From an optimization exercise on the open Yosys and OpenROAD flow, aimed at small area; shortcuts taken in it are not production practice. RTL that was checked went through simulation tests only; none was proved equivalent to the original. Power figures rest on the tool's default switching activity, not on a simulated workload.

Design hsv_cycle_core, start of the top module:
module hsv_cycle_core (
    input  wire        clk,
    input  wire        rst,           
    input  wire        cmd_valid,
    output wire        cmd_ready,
    input  wire [63:0] cmd_data,
    output wire        rsp_valid,
    input  wire        rsp_ready,
    output wire [63:0] rsp_data,
    output wire        chw_valid,
    input  wire        chw_ready,
    output wire [17:0] chw_data
);
Size in the first run: about 1,000 cells after synthesis, about 150 flip-flops, roughly 150 I/O pins, ~9600 um^2 of cells after synthesis.
clock: 120.0 ns
lec_check: 0
cap_margin: 20
core_margin: 2
core_utilization: 40
cts_buf_list: sky130_fd_sc_hd__clkbuf_8
slew_margin: 20
standard.sh (not shown) runs the stock make flow with config.mk's settings and CLKGATE_MAP_FILE= SYNTH_SCRIPT=/design/flow/synth_recipe.tcl, a recipe that flattens the netlist after the stock synthesis.
==> flow/flow/run.sh <==
#!/bin/bash
set -o pipefail
export CTS_ARGS="-sink_clustering_enable -repair_clock_nets -buf_list sky130_fd_sc_hd__clkbuf_8 -dont_use_dummy_load"
bash standard.sh > standard.log 2>&1
The first run completed without violations.
Edit:
==> flow/run.sh (new file) <==
#!/bin/bash
# synth_recipe.tcl (not shown) runs the flow's synth.tcl, then flattens the netlist and writes it again
# the make line also repeats each setting of config.mk as NAME=value (left out here)
make -C /OpenROAD-flow-scripts/flow DESIGN_CONFIG=/design/flow/config.mk WORK_HOME=/design/flow/orfs CLKGATE_MAP_FILE= SYNTH_SCRIPT=/design/flow/synth_recipe.tcl finish
removed: flow/flow/run.sh
removed: flow/standard.sh
Flip-flop and latch count is unchanged.
Cell area grows slightly.
Maximum frequency hardly moves.
Global-route usage grows by 0.11 points.
Power grows by a few percent.
Function was not checked in any run of this note: the RTL went through the layout flow alone.

---

hsv_cycle_core, a different RTL version from the one above (not shown whole).
For scale: roughly 930 cells after synthesis, ~150 I/O pins, roughly 9100 um2 of cells after synthesis.
Settings: LEC_CHECK=0, CAP_MARGIN=0, CORE_MARGIN=2, CORE_UTILIZATION=40, CTS_BUF_LIST=sky130_fd_sc_hd__clkbuf_8, SLEW_MARGIN=0; clock period 120.0 ns.
==> flow/flow/run.sh <==
#!/bin/bash
# The standard layout (standard.sh, unchanged synthesis and steps) with two
# settings of its own:
#  - port buffers: buf_1 instead of the default choice (every input and output
#    port still gets its own buffer);
#  - clock tree: clkbuf_8 buffers, no dummy loads.
# Each tool's output is in standard.log (and ORFS's per-step logs under orfs/logs).
set -o pipefail
export BUFFER_PORTS_ARGS="-buffer_cell sky130_fd_sc_hd__buf_1"
export CTS_ARGS="-sink_clustering_enable -repair_clock_nets -buf_list sky130_fd_sc_hd__clkbuf_8 -dont_use_dummy_load"
bash standard.sh > standard.log 2>&1
Edit:
- CAP_MARGIN: 0 -> 20
- SLEW_MARGIN: 0 -> 20
Result: Wire length is unchanged. Clock power barely changes. Die area is unchanged. Power is unchanged. Final area is unchanged.
Function was not checked in any run of this note: the RTL went through the layout flow alone.

---

Setup of run A:
Another version of the RTL of hsv_cycle_core (not shown whole).
Size: roughly 1000 cells after synthesis, about 150 flip-flops, roughly 150 I/O pins.
export LEC_CHECK = 0
export CAP_MARGIN = 20
export CORE_MARGIN = 2
export CORE_UTILIZATION = 40
export CTS_BUF_LIST = sky130_fd_sc_hd__clkbuf_8
export SLEW_MARGIN = 20
create_clock -name core_clock -period 120.0 [get_ports {clk}]
run.sh (not shown) runs the stock make flow with config.mk's settings and CLKGATE_MAP_FILE= SYNTH_SCRIPT=/design/flow/synth_recipe.tcl, a recipe that flattens the netlist after the stock synthesis.
Stock flow here: none of the scripts above is used.
--- input diff run A..run B ---
--- a/flow/config.mk
+++ b/flow/config.mk
@@ -11 +10,0 @@
-export CTS_BUF_LIST = sky130_fd_sc_hd__clkbuf_8
- Delta (run B minus run A): power share of the combinational group saw a decrease; global-route wire length before repair saw little to no change; utilization saw an increase; average vias per placed instance saw little to no change.
- Against run A, run B comes in 190 um2 higher on final area.
- Between run A and run B, the flow reports total routed wire length on the met1 layer increasing slightly.
- Run B finished all stages; the layout is clean.
- Between run A and run B, the met3 demand-to-capacity share in global routing does not differ in any meaningful way.
- On met3 wire length: run B sits below run A.
- On via count, run A and run B are basically level.
- Between run A and run B, the total combinational power does not differ in any meaningful way.
- In the metrics for run A and run B, the one carrying the higher leakage component of the power is run B.
Changes in run C relative to run B:
--- a/flow/config.mk
+++ b/flow/config.mk
@@ -10,0 +11,2 @@
+export CTS_CLUSTER_DIAMETER = 200
+export CTS_CLUSTER_SIZE = 40
==> summary.txt <==
- Worst-case setup slack after placement came out exactly the same in run B and run C.
- Synthesized area: run B vs run C identical
- Per the comparison of run C with run B, final setup violation count held; power share of the clock group held; core utilization was more or less identical; logic gate share of total power has remained practically unchanged; worst hold slack now sits at about the same level.
- Clock skew: run C vs run B identical
- Run B -> run C: die width delta 0, exact match
No functional check of the RTL was part of any run of this note.

---

Another version of the RTL of hsv_cycle_core (not shown whole).
Size in the first run: roughly 990 cells after synthesis, about 150 flip-flops, ~150 I/O pins, ~9400 sq um of cells after synthesis.
// hsv_cycle_core
module hsv_cycle_core (
    input  wire        clk,
    input  wire        rst,           
    input  wire        cmd_valid,
    output wire        cmd_ready,
    input  wire [63:0] cmd_data,
    output wire        rsp_valid,
    input  wire        rsp_ready,
    output wire [63:0] rsp_data,
    output wire        chw_valid,
    input  wire        chw_ready,
    output wire [17:0] chw_data
);
Settings: LEC_CHECK=0, CAP_MARGIN=20, CORE_MARGIN=2, CORE_UTILIZATION=40, CTS_BUF_LIST=sky130_fd_sc_hd__clkbuf_8, SLEW_MARGIN=20; clock period 120.0 ns.
standard.sh (not shown) runs the stock make flow with config.mk's settings and CLKGATE_MAP_FILE= SYNTH_SCRIPT=/design/flow/synth_recipe.tcl, a recipe that flattens the netlist after the stock synthesis.
==> flow/flow/run.sh <==
#!/bin/bash
# The standard layout (standard.sh, unchanged synthesis and steps) with two
# settings of its own:
#  - port buffers: buf_1 instead of the default choice (every input and output
#    port still gets its own buffer);
#  - clock tree: clkbuf_8 buffers, no dummy loads.
# Each tool's output is in standard.log (and ORFS's per-step logs under orfs/logs).
set -o pipefail
export BUFFER_PORTS_ARGS="-buffer_cell sky130_fd_sc_hd__buf_1"
export CTS_ARGS="-sink_clustering_enable -repair_clock_nets -buf_list sky130_fd_sc_hd__clkbuf_16 -dont_use_dummy_load -sink_clustering_size 40 -sink_clustering_max_diameter 200 -sink_buffer_max_cap_derate 1.0"
bash standard.sh > standard.log 2>&1
The first run produced a clean layout.
Next try:
--- a/flow/flow/run.sh
+++ b/flow/flow/run.sh
@@ -8,4 +8,4 @@
 set -o pipefail
 export BUFFER_PORTS_ARGS="-buffer_cell sky130_fd_sc_hd__buf_1"
-export CTS_ARGS="-sink_clustering_enable -repair_clock_nets -buf_list sky130_fd_sc_hd__clkbuf_16 -dont_use_dummy_load -sink_clustering_size 40 -sink_clustering_max_diameter 200 -sink_buffer_max_cap_derate 1.0"
+export CTS_ARGS="-sink_clustering_enable -repair_clock_nets -buf_list sky130_fd_sc_hd__clkbuf_8 -dont_use_dummy_load"
 bash standard.sh > standard.log 2>&1
After rerunning: The changed run finished clean; clock skew rose by 0.019 ns; via count fell slightly; first-iteration DRC count fell by roughly a tenth; die area does not change; non-clock buffer count stays the same; total power fell by a few percent; clock power fell by a quarter to a third; wire length fell slightly; register-to-register slack stays flat; design area fell slightly; setup slack is better by 0.0098 ns.
Next try:
==> flow/run.sh (new file) <==
#!/bin/bash
# synth_recipe.tcl (not shown) runs the flow's synth.tcl, then flattens the netlist and writes it again
# the make line also repeats each setting of config.mk as NAME=value (left out here)
make -C /OpenROAD-flow-scripts/flow DESIGN_CONFIG=/design/flow/config.mk WORK_HOME=/design/flow/orfs CLKGATE_MAP_FILE= SYNTH_SCRIPT=/design/flow/synth_recipe.tcl finish
removed: flow/flow/run.sh
removed: flow/standard.sh
What happened:
- die area is unchanged
- via count went up by 0.72%
- sequential power hardly moves
- non-clock buffer count went up by 3
- maximum frequency went down by 1.1%
No run of this note included a check of the RTL's function; only the layout flow was run.

---

Another version of the RTL of hsv_cycle_core (not shown whole).
Size: roughly 980 cells after synthesis, about 150 flip-flops, roughly 8900 sq um of cells after synthesis.
==> flow/config.mk <==
export PLATFORM = sky130hd
export DESIGN_NAME = hsv_cycle_core
export DESIGN_NICKNAME = hsv_cycle_core
export VERILOG_FILES = /design/flow/design.v
export SDC_FILE = /design/flow/constraint.sdc
export NUM_CORES = 4
export LEC_CHECK = 0
export CAP_MARGIN = 20
export CORE_MARGIN = 2
export CORE_UTILIZATION = 70
export CTS_BUF_LIST = sky130_fd_sc_hd__clkbuf_8
export PLACE_DENSITY = 0.85
export SLEW_MARGIN = 20
==> flow/constraint.sdc <==
create_clock -name core_clock -period 120.0 [get_ports {clk}]
set_input_delay 24.0000 -clock core_clock [delete_from_list [all_inputs] [get_ports {clk}]]
set_output_delay 24.0000 -clock core_clock [all_outputs]
set_load 0.01 [all_outputs]
==> flow/flow/run.sh <==
#!/bin/bash
# The standard layout (standard.sh, unchanged synthesis and steps) with two
# settings of its own:
#  - port buffers: buf_1 instead of the default choice (every input and output
#    port still gets its own buffer);
#  - clock tree: clkbuf_8 buffers, no dummy loads.
# Each tool's output is in standard.log (and ORFS's per-step logs under orfs/logs).
set -o pipefail
export BUFFER_PORTS_ARGS="-buffer_cell sky130_fd_sc_hd__buf_1"
export CTS_ARGS="-sink_clustering_enable -repair_clock_nets -buf_list sky130_fd_sc_hd__clkbuf_8 -dont_use_dummy_load"
bash standard.sh > standard.log 2>&1
==> next run, changes <==
--- a/flow/config.mk
+++ b/flow/config.mk
@@ -9,5 +9,4 @@
 export CORE_MARGIN = 2
-export CORE_UTILIZATION = 70
+export CORE_UTILIZATION = 40
 export CTS_BUF_LIST = sky130_fd_sc_hd__clkbuf_8
-export PLACE_DENSITY = 0.85
 export SLEW_MARGIN = 20
What happened: Worst hold slack gains 5.1 ps; setup slack stays flat; cell count rose by 8.8%; power is about the same; clock power rises by about 2%; utilization shrinks by 32 points; critical path depth is unchanged; design area goes up by 1.5%.

---

## old
hsv_cycle_core, a different RTL version from the one above (not shown whole).
Size in the first run: about 1000 cells after synthesis, about 150 I/O pins.
Design hsv_cycle_core, start of the top module:
module hsv_cycle_core (
    input  wire        clk,
    input  wire        rst,           
    input  wire        cmd_valid,
    output wire        cmd_ready,
    input  wire [63:0] cmd_data,
    output wire        rsp_valid,
    input  wire        rsp_ready,
    output wire [63:0] rsp_data,
    output wire        chw_valid,
    input  wire        chw_ready,
    output wire [17:0] chw_data
);
export LEC_CHECK = 0
export CAP_MARGIN = 20
export CORE_MARGIN = 2
export CORE_UTILIZATION = 40
export CTS_BUF_LIST = sky130_fd_sc_hd__clkbuf_8
export SLEW_MARGIN = 20
create_clock -name core_clock -period 120.0 [get_ports {clk}]
Scripts as last shown in full above: flow/flow/run.sh
old ran to completion and came out clean on the timing, design-rule and antenna checks.
Modified inputs, new compared to old
==> flow/run.sh (new file) <==
#!/bin/bash
# synth_recipe.tcl (not shown) runs the flow's synth.tcl, then flattens the netlist and writes it again
# the make line also repeats each setting of config.mk as NAME=value (left out here)
make -C /OpenROAD-flow-scripts/flow DESIGN_CONFIG=/design/flow/config.mk WORK_HOME=/design/flow/orfs CLKGATE_MAP_FILE= SYNTH_SCRIPT=/design/flow/synth_recipe.tcl finish
removed: flow/flow/run.sh
removed: flow/standard.sh
Notes after the runs:
- Between old and new, share of the clock period used by the worst path increased.
- Taking new as 1.0, old lands at 0.80 on power in the clock group.
- [compare] base=old new=new: wire length on met2 higher; utilization higher; count of non-filler cells in the finished layout higher; worst setup slack lower.

[port drivers added, routing unchanged]
The flow's constraints put no driver on any port. The routed layouts listed below were extracted and timed again, unchanged, in two steps. Step 1 sets driving cells, clkbuf_16 on the clock port and buf_2 on the other inputs (assumed; they add their load-dependent delay and slew). Step 2 times the ports against the registers' clock, not the clock port: input delays grow and output delays shrink by t, the midpoint of the rising clock arrivals with the driver on. Three values: ideal ports, drivers, drivers and shift; two values: the first two.
run	t (ns)	setup WS [ns]	worst setup path at the end
the first run of note 1	0.489	90.507 / 90.519 / 90.029	input to register
the second run of note 1	0.512	90.553 / 90.567 / 90.054	input to register
the first run of note 2	0.482	90.491 / 90.505 / 90.023	input to register
the second run of note 2	0.482	90.491 / 90.505 / 90.023	input to register
run A	0.509	90.911 / 90.935 / 90.426	input to register
run B	0.476	90.879 / 90.904 / 90.428	input to register
run C	0.476	90.879 / 90.904 / 90.428	input to register
the first run of note 4	0.463	90.669 / 90.692 / 90.229	input to register
the second run of note 4	0.485	90.679 / 90.695 / 90.210	input to register
the third run of note 4	0.504	90.358 / 90.371 / 89.867	input to register
the first run of note 5	0.491	91.095 / 91.102 / 90.611	input to register
the second run of note 5	0.490	91.093 / 91.098 / 90.608	input to register
old	0.484	90.248 / 90.267 / 89.784	input to register
new	0.498	89.893 / 89.911 / 89.413	input to register
After both steps setup and hold are still met in every run listed. The setup slack of the second run of note 1, which loses most, moves by +0.014 ns with the drivers and by -0.499 ns with both steps.
